What follows belongs to an exercise in optimizing a design on an open flow for small area; a production flow would make more cautious choices.
The RTL was checked by simulation tests, not by an equivalence proof against the original design.
No activity file was given, so power comes from the tool's default toggle rates.

==> flow/design.v <==
module psk_mod (
    input  wire        clk,
    input  wire        rst,
    input  wire        tok_valid,
    output wire        tok_ready,
    input  wire [2:0]  tok_tag,
    input  wire [15:0] tok_data,
    input  wire        cancel,
    input  wire        smp_valid,
    output wire        smp_ready,
    input  wire [63:0] smp_t,
    output reg         res_valid,
    output reg  [7:0]  res_amp,
    output wire        res_phase,
    output wire [31:0] res_freq,
    output reg         res_ack,
    output wire [7:0]  res_handle,
    output wire [1:0]  fault
);
    localparam [1:0] K_OFF = 2'd0;
    localparam [1:0] K_PRE = 2'd1;
    localparam [1:0] K_TX  = 2'd2;
    localparam [1:0] K_END = 2'd3;
    assign res_freq = 32'd1000;
    reg        cancel_q;
    reg [1:0]  fault_q;
    assign fault = fault_q;
    reg [7:0]  acc_q;       
    reg        lz_q;
    reg [3:0]  bi_q;        
    reg [7:0]  s0_q;        
    reg [7:0]  s1_q;        
    reg [2:0]  t1_q;        
    reg        v0_q, v1_q, g_q;
    wire busy     = (bi_q != 4'd15);
    wire q_empty  = !v0_q && !v1_q && !g_q;
    wire is_data  = (tok_tag == 3'd0);
    wire a_empty  = (acc_q == 8'd1);
    wire pk_ok    = !cancel_q && (fault_q == 2'd0) && (busy || q_empty);
    wire pk_go    = tok_valid && pk_ok;
    wire pk_b     = is_data & tok_data[bi_q];
    wire pk_shift = pk_go && (is_data || !a_empty);
    wire [7:0] unit = {acc_q[6:0], pk_b};
    wire unit_done = pk_shift && acc_q[7];
    wire pk_stop  = is_data ? ((!pk_b && lz_q) || (bi_q == 4'd0)) : a_empty;
    assign tok_ready = pk_ok && pk_stop;
    wire tok_fire = tok_valid && tok_ready;
    wire        q_vis   = !busy && !q_empty;
    wire [2:0]  h_tag   = v0_q ? 3'd0 : (g_q ? 3'd0 : t1_q);
    wire [7:0]  h_d     = v0_q ? s0_q : (g_q ? 8'd0 : s1_q);
    wire        pop;
    always @(posedge clk) begin
        if (rst) begin
            acc_q <= 8'd1;
            lz_q  <= 1'b0;
            bi_q  <= 4'd15;
            v0_q  <= 1'b0;
            v1_q  <= 1'b0;
            g_q   <= 1'b0;
        end else begin
            if (pk_go) bi_q <= tok_fire ? 4'd15 : bi_q - 4'd1;
            if (pk_shift) begin
                acc_q <= acc_q[7] ? 8'd1 : unit;
                if (is_data) lz_q <= !pk_b;
            end
            if (unit_done) begin
                if (!v0_q) begin
                    s0_q <= unit;
                    v0_q <= 1'b1;
                    g_q  <= !is_data && (unit[1:0] == 2'b00) && (unit != 8'd0);
                end else begin
                    s1_q <= unit;
                    t1_q <= 3'd0;
                    v1_q <= 1'b1;
                end
            end
            if (pk_go && !is_data && a_empty) begin
                s1_q <= tok_data[7:0];
                t1_q <= tok_tag;
                v1_q <= 1'b1;
            end
            if (pop) begin
                if (v0_q)      v0_q <= 1'b0;
                else if (g_q)  g_q  <= 1'b0;
                else           v1_q <= 1'b0;
            end
        end
    end
    reg [4:0]  lc_q;        
    reg [6:0]  rem_q;
    reg [25:0] ce_q, co_q;  
    reg        diff_q;
    reg        pend_q;      
    wire lc0 = (lc_q == 5'd0);
    wire [6:0] rin = lc0 ? {2'b00, smp_t[63:59]} : rem_q;
    wire [31:0] dhi, dlo;
    genvar gi;
    generate
        for (gi = 0; gi < 32; gi = gi + 1) begin : g_dig
            if (gi < 26) begin : g_v
                assign dhi[gi] = smp_t[58 - 2*gi];
                assign dlo[gi] = smp_t[57 - 2*gi];
            end else begin : g_z
                assign dhi[gi] = 1'b0;
                assign dlo[gi] = 1'b0;
            end
        end
    endgenerate
    wire [1:0] dg  = {dhi[lc_q], dlo[lc_q]};
    wire [8:0] v   = {rin, dg};
    wire [1:0] qd  = (v >= 9'd375) ? 2'd3 : (v >= 9'd250) ? 2'd2 : (v >= 9'd125) ? 2'd1 : 2'd0;
    wire [8:0] vr  = v - qd * 9'd125;
    wire real_now  = lc0 ? (!pend_q && smp_valid && (fault_q == 2'd0)) : pend_q;
    wire dx = (qd[0] ^ ce_q[25]) | (qd[1] ^ co_q[25]);
    assign smp_ready = lc0 && pend_q;
    wire smp_fire = smp_valid && smp_ready;
    always @(posedge clk) begin
        if (rst) begin
            lc_q   <= 5'd0;
            pend_q <= 1'b0;
        end else begin
            lc_q   <= (lc_q == 5'd25) ? 5'd0 : lc_q + 5'd1;
            pend_q <= real_now;
        end
        rem_q  <= vr[6:0];
        ce_q   <= {ce_q[24:0], real_now ? qd[0] : ce_q[25]};
        co_q   <= {co_q[24:0], real_now ? qd[1] : co_q[25]};
        diff_q <= lc0 ? dx : (diff_q | dx);
    end
    reg [1:0] kind_q;
    reg [5:0] c_q;        
    reg [7:0] h_q;        
    reg       phase_q, sn_q, cv_q, fall_q, rise_q;
    assign res_phase  = phase_q;
    assign res_handle = h_q;
    reg [1:0] kind1;
    reg [5:0] c1, c2;
    reg [7:0] h1;
    reg [1:0] flt;
    reg       fire;
    reg       popr;
    reg       need;
    reg       tick, flip, bb, phase2, sn2, fall2, rise2;
    always @* begin
        kind1 = kind_q;
        c1    = c_q;
        h1    = h_q;
        flt   = 2'd0;
        fire  = 1'b0;
        popr  = 1'b0;
        need  = (kind_q == K_TX) ? c_q[3] : c_q[5];
        if (cancel_q) begin
            kind1 = K_OFF;
            c1    = 6'd0;
        end else if (need) begin
            if (kind_q == K_END) begin
                kind1 = K_OFF;
                c1    = 6'd0;
            end else if (q_vis) begin
                popr = 1'b1;
                case (h_tag)
                    3'd0: begin
                        if (kind_q == K_OFF) flt = 2'd2;
                        else begin
                            kind1 = K_TX;
                            h1    = h_d;
                            c1    = (h_d == 8'd0) ? 6'd7 : 6'd0;
                        end
                    end
                    3'd1: begin
                        h1 = h_d;
                        if (kind_q == K_OFF) begin
                            kind1 = K_PRE;
                            c1    = 6'd0;
                        end else fire = 1'b1;
                    end
                    3'd2: begin
                        h1   = h_d;
                        fire = 1'b1;
                    end
                    3'd3: begin
                        h1 = h_d;
                        if (kind_q == K_OFF) begin
                            fire = 1'b1;
                            c1   = 6'd0;
                        end else begin
                            kind1 = K_END;
                            c1    = 6'd0;
                        end
                    end
                    default: flt = 2'd1;
                endcase
            end
        end
        tick   = !cv_q || diff_q;
        c2     = c1;
        phase2 = phase_q;
        sn2    = sn_q;
        fall2  = fall_q;
        rise2  = rise_q;
        flip   = 1'b0;
        bb     = c1[3] ? 1'b0 : h1[3'd7 - c1[2:0]];
        if (tick) begin
            sn2 = !sn_q;
            if (sn_q) begin
                case (kind1)
                    K_PRE, K_END: begin
                        if (!c1[5]) c2 = c1 + 6'd1;
                        if (c1 == 6'd31) fire = 1'b1;
                        flip = 1'b1;
                    end
                    K_TX: begin
                        if (!c1[3]) c2 = c1 + 6'd1;
                        flip = !bb;
                    end
                    default: flip = 1'b0;
                endcase
                phase2 = phase_q ^ flip;
                rise2  = fall_q | flip;
            end else begin
                case (kind1)
                    K_PRE, K_END: fall2 = 1'b1;
                    K_TX:         fall2 = !bb;
                    default:      fall2 = 1'b0;
                endcase
            end
        end
    end
    assign pop = smp_fire && popr;
    wire [13:0] pos   = {rem_q, smp_t[6:0]};
    wire        lt4k  = (pos < 14'd4000);
    wire        ge12k = (pos >= 14'd12000);
    wire        in_b  = !sn2;
    wire        dip   = in_b ? (rise2 && lt4k) : (fall2 && ge12k);
    wire [11:0] r     = in_b ? pos[11:0] : (12'd3712 - pos[11:0]);
    wire [12:0] z     = r + 13'd50 * r[3:0];
    wire [2:0]  zk    = (z >= 13'd4000) ? 3'd5 : (z >= 13'd3200) ? 3'd4 :
                        (z >= 13'd2400) ? 3'd3 : (z >= 13'd1600) ? 3'd2 :
                        (z >= 13'd800)  ? 3'd1 : 3'd0;
    wire [7:0]  shape = r[11:4] + zk;
    wire [7:0]  base  = dip ? shape : 8'd255;
    wire [5:0]  g     = (kind1 == K_END) ? (6'd32 - c2) : c2;
    wire [12:0] prod  = base * g[4:0];
    wire [7:0]  amp   = (kind1 == K_OFF) ? 8'd0 :
                        ((kind1 == K_TX) || g[5]) ? base : prod[12:5];
    always @(posedge clk) begin
        if (rst) begin
            kind_q    <= K_OFF;
            c_q       <= 6'd32;
            phase_q   <= 1'b0;
            sn_q      <= 1'b1;
            cv_q      <= 1'b0;
            fall_q    <= 1'b0;
            rise_q    <= 1'b0;
            cancel_q  <= 1'b0;
            fault_q   <= 2'd0;
            res_valid <= 1'b0;
        end else begin
            res_valid <= smp_fire;
            if (cancel) cancel_q <= 1'b1;
            if (smp_fire) begin
                if (flt != 2'd0) begin
                    fault_q <= flt;
                end else begin
                    kind_q  <= kind1;
                    c_q     <= c2;
                    h_q     <= h1;
                    phase_q <= phase2;
                    sn_q    <= sn2;
                    cv_q    <= 1'b1;
                    fall_q  <= fall2;
                    rise_q  <= rise2;
                end
            end
        end
        res_amp <= amp;
        res_ack <= fire;
    end
endmodule
make LEC_CHECK=0 CAP_MARGIN=20 CORE_MARGIN=2 CORE_UTILIZATION=40 SLEW_MARGIN=20 finish   # period 100.0 ns
run.sh (not shown) runs the stock make flow with config.mk's settings and CLKGATE_MAP_FILE= SYNTH_SCRIPT=/design/flow/synth_recipe.tcl, a recipe that flattens the netlist after the stock synthesis.
The first run finished with timing, DRC and antenna clean.
Then changed:
--- a/flow/design.v
+++ b/flow/design.v
@@ -37,5 +37,5 @@
     wire is_data  = (tok_tag == 3'd0);
     wire a_empty  = (acc_q == 8'd1);
-    wire pk_ok    = !cancel_q && (fault_q == 2'd0) && (busy || q_empty);
+    wire pk_ok    = !cancel_q && (fault_q == 2'd0) && (busy || q_empty) && !mul_q;
     wire pk_go    = tok_valid && pk_ok;
     wire pk_b     = is_data & tok_data[bi_q];
@@ -92,4 +92,5 @@
     reg        diff_q;
     reg        pend_q;      
+    reg        mul_q;       
     wire lc0 = (lc_q == 5'd0);
     wire [6:0] rin = lc0 ? {2'b00, smp_t[63:59]} : rem_q;
@@ -111,7 +112,9 @@
     wire [1:0] qd  = (v >= 9'd375) ? 2'd3 : (v >= 9'd250) ? 2'd2 : (v >= 9'd125) ? 2'd1 : 2'd0;
     wire [8:0] vr  = v - qd * 9'd125;
-    wire real_now  = lc0 ? (!pend_q && smp_valid && (fault_q == 2'd0)) : pend_q;
+    wire real_now  = lc0 ? (!mul_q && smp_valid && (fault_q == 2'd0)) : pend_q;
+    wire lc5 = (lc_q == 5'd5);
+    wire lc25 = (lc_q == 5'd25);
     wire dx = (qd[0] ^ ce_q[25]) | (qd[1] ^ co_q[25]);
-    assign smp_ready = lc0 && pend_q;
+    assign smp_ready = lc5 && mul_q;
     wire smp_fire = smp_valid && smp_ready;
     always @(posedge clk) begin
@@ -119,12 +122,17 @@
             lc_q   <= 5'd0;
             pend_q <= 1'b0;
+            mul_q  <= 1'b0;
         end else begin
-            lc_q   <= (lc_q == 5'd25) ? 5'd0 : lc_q + 5'd1;
-            pend_q <= real_now;
-        end
-        rem_q  <= vr[6:0];
+            lc_q   <= lc25 ? 5'd0 : lc_q + 5'd1;
+            pend_q <= real_now && !lc25;
+            if (lc25 && pend_q) mul_q <= 1'b1;
+            else if (lc5)       mul_q <= 1'b0;
+        end
+        if (!mul_q) begin
+            rem_q  <= vr[6:0];
+            diff_q <= lc0 ? dx : (diff_q | dx);
+        end
         ce_q   <= {ce_q[24:0], real_now ? qd[0] : ce_q[25]};
         co_q   <= {co_q[24:0], real_now ? qd[1] : co_q[25]};
-        diff_q <= lc0 ? dx : (diff_q | dx);
     end
     reg [1:0] kind_q;
@@ -241,7 +249,18 @@
     wire [7:0]  base  = dip ? shape : 8'd255;
     wire [5:0]  g     = (kind1 == K_END) ? (6'd32 - c2) : c2;
-    wire [12:0] prod  = base * g[4:0];
-    wire [7:0]  amp   = (kind1 == K_OFF) ? 8'd0 :
-                        ((kind1 == K_TX) || g[5]) ? base : prod[12:5];
+    wire        full  = (kind1 == K_TX) || g[5];
+    wire        off   = (kind1 == K_OFF);
+    reg         gbit;
+    always @* begin
+        case (lc_q[2:0])
+            3'd1:    gbit = g[0];
+            3'd2:    gbit = g[1];
+            3'd3:    gbit = g[2];
+            3'd4:    gbit = g[3];
+            default: gbit = g[4];
+        endcase
+    end
+    wire [8:0]  asum  = res_amp + ((gbit || full) ? base : 8'd0);
+    wire [7:0]  amp   = lc0 ? (full ? base : 8'd0) : (off ? 8'd0 : asum[8:1]);
     always @(posedge clk) begin
         if (rst) begin
Outcome: The new run ran to the end with no violations. Final area shrinks by 4.1%. Synthesized cell count shrinks by 7.2%. Core utilization grows by 1.3 points. Cell count shrinks by 5.5%. Setup slack improves by 0.17 ns. Power shrinks by about 1.7%. Global-route usage grows by 0.96 points. Flip-flop and latch count grows by 1. Register-to-register slack improves by 2.5 ns.

-- what the ideal ports hide --
Ports are ideal in the flow. The routed layouts listed here were re-timed in OpenROAD. Step 1: set_driving_cell puts a clkbuf_16 on clk and a buf_2 on each other input, an assumption about the parent block. Step 2 adds t to the input delays and takes it off the output delays; t is the mean of the earliest and latest rising clock arrival at the registers after step 1. Input paths then give back, and output paths get back, about the clock's delay inside the block. Slacks: no drivers / after step 1 / after step 2; pairs: no drivers / after step 1.
run	t (ns)	setup slack, ns	worst slew at a driven data input, ns
the first run	0.451	57.492 / 57.466 / 57.466	0.05
the second run	0.464	57.663 / 57.636 / 57.636	0.05
After both steps setup and hold are still met in every run listed. For the second run, which loses most, drivers alone change the setup slack by -0.027 ns; drivers and shift together by -0.027 ns.
